Context: an optimization exercise on an open-source flow, tuned for small area. The choices shown serve that exercise and are no tape-out recipe.
In this exercise RTL edits were held to simulation tests only and were not proved equivalent to the original. No driver is modelled on the clock port, so clocking that relies on it looks cheaper here than on a real chip.

v6:
Design ixj_line, start of the top module:
module ixj_line (
    input             clk,
    input             rst,           
    input             cmd_valid,
    input      [31:0] cmd_word,
    output            cmd_ready,
    output reg        done,
    output     [31:0] rsp,
    output reg [1:0]  mode_wr_n,
    output     [1:0]  mode_wr_a,
    output     [1:0]  mode_wr_b,
    output            ringer,
    output            irq
);
Size in the first run: ~2200 flip-flops, ~77 I/O pins, roughly 53000 um2 of cells after synthesis.
Settings: LEC_CHECK=0, ABC_AREA=1, CAP_MARGIN=10, CORE_MARGIN=2, CORE_UTILIZATION=60, PLACE_DENSITY=0.7, SLEW_MARGIN=10; clock period 30.0 ns.
standard.sh (not shown) runs the stock make flow with config.mk's settings and CLKGATE_MAP_FILE= SYNTH_SCRIPT=/design/flow/synth_recipe.tcl, a recipe that flattens the netlist after the stock synthesis.
==> flow/flow/run.sh <==
#!/bin/bash
# Own layout flow: the standard layout (standard.sh) with three changes.
#  1. Synthesis maps the logic with the area recipe in abc_min_area.script. Every
#     other synthesis step is synth_recipe.tcl's, so the registers keep the standard
#     synthesis's names and cells (abc maps combinational logic only).
#  2. Port buffers are sky130_fd_sc_hd__buf_1.
#  3. Clock tree synthesis inserts no dummy loads.
# Each step writes its full output to a log of its own here (synth.log, layout.log);
# ORFS's per-stage logs are under orfs/logs/.
set -euo pipefail
flowdir=$(cd "$(dirname "${BASH_SOURCE[0]}")" && pwd)
work=$(pwd)
{
  printf 'set ::own_abc_script {%s}\n' "$flowdir/abc_min_area.script"
  cat "$flowdir/abc_wrap.tcl"
  cat synth_recipe.tcl
} > own_synth.tcl
sed "s#SYNTH_SCRIPT=[^ ]*#SYNTH_SCRIPT=$work/own_synth.tcl#" standard.sh > own_standard.sh
grep -q "SYNTH_SCRIPT=$work/own_synth.tcl" own_standard.sh
export BUFFER_PORTS_ARGS="-buffer_cell sky130_fd_sc_hd__buf_1"
export CTS_ARGS="-sink_clustering_enable -repair_clock_nets -dont_use_dummy_load -sink_clustering_size 30 -sink_clustering_max_diameter 100"
bash own_standard.sh synth > synth.log 2>&1
bash own_standard.sh > layout.log 2>&1
==> flow/flow/abc_min_area.script <==
strash
ifraig
dc2
strash
dch
map -a
mfs2
strash
dch
map -a
==> flow/flow/abc_wrap.tcl <==
# abc as ORFS's synth.tcl calls it, with its -script replaced by the own flow's.
proc abc {args} {
  set i [lsearch -exact $args -script]
  if { $i >= 0 } {
    lset args [expr { $i + 1 }] $::own_abc_script
  }
  yosys abc {*}$args
}
Changes in v7 relative to v6:
diff --git a/flow/design.v b/flow/design.v
--- a/flow/design.v
+++ b/flow/design.v
@@ -24,27 +24,27 @@
     output [2:0] state_o,
     output       en_o,
     output       oneshot_o,
     output reg   done,
     output       arm,        
     input  [5:0] sp_we,
     input  [5:0] sp_d,
     output [191:0] dd_o
 );
     reg [2:0] state;
-    reg       en;
-    reg       oneshot;
+    wire      en      = dd[5][0];
+    wire      oneshot = dd[5][31];
     reg       arm_we;
     reg       clr_pend;
     assign state_o   = state;
-    assign en_o      = en;
-    assign oneshot_o = oneshot;
+    assign en_o      = dd[5][12];      
+    assign oneshot_o = dd[5][10];      
     wire       ph0 = (ph == 5'd0);
     wire       hi  = ph[4];
     wire [2:0] s     = clr_pre ? 3'd0 : state;
     reg  [2:0] t;                     
     always @(*) begin
         case (state)
             3'd1: t = 3'd0;
             3'd2: t = 3'd1;
             3'd3: t = 3'd2;
             3'd4: t = 3'd3;
@@ -181,32 +181,27 @@
                 end
             end
             if (done && oneshot) nen = 1'b0;
         end
     end
     wire last = (ph == 5'd31);
     assign arm = arm_n;
     always @(posedge clk) begin
         if (rst) begin
             state    <= 3'd0;
-            en       <= 1'b0;
-            oneshot  <= 1'b0;
             arm_we   <= 1'b0;
             clr_pend <= 1'b0;
         end else if (fin1) begin
             if (ctl_we) begin
-                en      <= ctl_en;
-                oneshot <= ctl_oneshot;
                 state   <= 3'd0;
             end else begin
                 state <= arm_n ? s : (clr_post ? 3'd0 : nstate);
-                en    <= nen;
             end
             arm_we   <= arm_n;
             clr_pend <= clr_post && arm_n;
         end else if (p2 && last) begin
             arm_we   <= 1'b0;
             clr_pend <= 1'b0;
             if (arm_we) begin
                 if (clr_pend) state <= 3'd0;
                 else begin
                     case (state)
@@ -216,27 +211,39 @@
                         3'd3: state <= 3'd4;
                         3'd4: state <= 3'd5;
                         default: state <= 3'd6;
                     endcase
                 end
             end
         end
     end
     wire arm2 = p2 && arm_we;
     wire sp   = (ph[4:2] == 3'b111) && (ph[1:0] != 2'b00);    
+    wire sp29 = sp && (ph[1:0] == 2'b01);
+    wire en_n = ctl_we ? ctl_en : nen;
     generate
         for (k = 0; k < 6; k = k + 1) begin : g_seg
             wire hit   = (state == k);      
             wire wn_we = clr || (arm2 && hit);
-            wire dd_we = clr || (dur_we && seg == k && !hi) || (arm2 && hit && hi && !sp) ||
-                         (sp && sp_we[k]);
-            wire dd_d  = sp ? sp_d[k] : (!clr && (p2 ? q : wbit));
+            wire dd_we, dd_d;
+            if (k == 5) begin : g_eo
+                wire at30 = sp && (ph[1:0] == 2'b10);
+                wire at31 = sp && (ph[1:0] == 2'b11);
+                assign dd_we = clr || (dur_we && seg == k && !hi) || (arm2 && hit && hi && !sp) ||
+                               (sp29 && sp_we[k]) || (at30 && ctl_we) || (at31 && fin1);
+                assign dd_d  = sp29 ? sp_d[k] :
+                               (!clr && (at30 ? ctl_oneshot : (at31 ? en_n : (p2 ? q : wbit))));
+            end else begin : g_pl
+                assign dd_we = clr || (dur_we && seg == k && !hi) || (arm2 && hit && hi && !sp) ||
+                               (sp && sp_we[k]);
+                assign dd_d  = sp ? sp_d[k] : (!clr && (p2 ? q : wbit));
+            end
             wire wn_d  = !clr && wsum;
             always @(posedge clk) begin
                 wn[k] <= {wn_we ? wn_d : wn[k][0], wn[k][31:1]};
                 dd[k] <= {dd_we ? dd_d : dd[k][0], dd[k][31:1]};
             end
         end
     endgenerate
 endmodule
 module ixj_line (
     input             clk,
@@ -620,64 +627,64 @@
     wire rsp_d = rd_we ? rbit : rsp_l[0];
     always @(posedge clk) begin
         now_l <= {now_d, now_l[31:1]};
         sd_l  <= {!clr && sd_d,  sd_l[31:1]};
         rts_l <= {!clr && rts_d, rts_l[31:1]};
         wts_l <= {!clr && wts_d, wts_l[31:1]};
         cid_l <= {!clr && cid_d, cid_l[31:1]};
         rsp_l <= {!clr && rsp_d, rsp_l[31:1]};
     end
     always @(posedge clk) begin
+        if (fin1) begin
+            rts_flag  <= rts_we;
+            mode_wr_n <= wr_n;
+        end
+        if (fin1) sd_flag <= ok && is_tick && !lock && ring_act && slot_reached;
+    end
+    always @(posedge clk) begin
         if (rst) begin
             ph        <= 5'd0;
             clr       <= 1'b1;
             run       <= 1'b0;
             p2        <= 1'b0;
             done      <= 1'b0;
             lock      <= 1'b0;
             evt       <= 8'd0;
             fprev     <= 4'd0;
             ring_act  <= 1'b0;
             slot      <= 4'd15;
             ringer_r  <= 1'b0;
             mode      <= 2'd0;
             sh_sts    <= 2'd0;
             wink_arm  <= 1'b0;
             cid_pend  <= 1'b0;
-            sd_flag   <= 1'b0;
-            rts_flag  <= 1'b0;
-            mode_wr_n <= 2'd0;
         end else begin
             ph   <= ph + 5'd1;
             if (last) clr <= 1'b0;
             run  <= p1 && !last;
             done <= (fin1 && !need2) || (p2 && last);
             if (p2 && last) p2 <= 1'b0;
             if (p2 && ring_act && !hi && ph[3:0] == slot)
                 ringer_r <= f_bmap & ringer_r;
             if (fin1) begin
                 p2        <= need2;
-                sd_flag   <= 1'b0;
-                rts_flag  <= rts_we;
-                mode_wr_n <= wr_n;
                 mode     <= mode_n;
                 wink_arm <= wink_arm_n;
                 cid_pend <= cid_pend_n;
                 if (ok) begin
                     case (op)
                         OP_TICK: begin
                             if (!lock) begin
                                 if (ring_act) begin
                                     ringer_r <= ~t_cwsup;
                                     if (slot_reached) begin
                                         slot    <= slot - 4'd1;
-                                        sd_flag <= 1'b1;
                                     end
                                 end else begin
                                     fprev <= t_filt;
                                 end
                                 evt    <= evt | {daa_evt, m_done[3:0]};
                                 sh_sts <= {t_vddok, t_rdet};
                             end
                         end
                         OP_LOCK:    lock <= 1'b1;
                         OP_UNLOCK:  lock <= 1'b0;
Results
Every run (v7 and v6) finished clean. Worst setup slack in v7 is 990 ps lower than in v6. The sum of negative setup slack on v6 is in line with that on v7. Compared with v6, v7 shows number of combinational gates with multiple inputs lower by 0.49%. In v7, utilization after layout is lower than in v6. Between v7 and v6, the relative area change from synthesis to final layout does not differ in any meaningful way. The aggregate routed wire length reported for v7 is greater than that of v6 by 6.3%. v7: transition time at the pin with the least slew margin 81 ps above v6. v7 vs. v6: average wire per standard cell went up by 1.5 um. Summary of v7 over v6: sum of met2 wire segment lengths after detailed routing shows an increase of about 7%; die area roughly the same. As of v7, cell depth of the worst setup path had risen by a little under 10% compared to v6. Diff v6 -> v7: wire length of the first global-routing pass up about 6%, proportion of synthesized chip area in sequential cells flat, final-layout worst hold slack decreased by 23 ps relative to the old numbers.

[static timing again, ports no longer ideal]
The flow's constraints put no driver on any port. The routed layouts listed below were extracted and timed again, unchanged, in two steps.
Step 1: set_driving_cell puts a clkbuf_16 on clk and a buf_2 on each other input, an assumption about the parent block.
Step 2 moves the port delays by t, midway between the first and last clock arrival at a register: inputs arrive t later, outputs are due t later. That takes back most of the time a late clock gives input paths.
Slacks: ideal / step 1 / step 2; pairs: ideal / step 1.
| run | t, ns | setup WS [ns] | worst setup path at the end | clock arrival spread, ns | slew at the worst register clock pin (ns) |
|---|---|---|---|---|---|
| v6 | 0.730 | 15.881 / 15.922 / 15.192 | input to register | 0.093 / 0.094 | 0.12 / 0.12 |
| v7 | 0.734 | 14.887 / 14.932 / 14.198 | input to register | 0.106 / 0.106 | 0.12 / 0.12 |
After both steps every run listed still meets setup and hold.
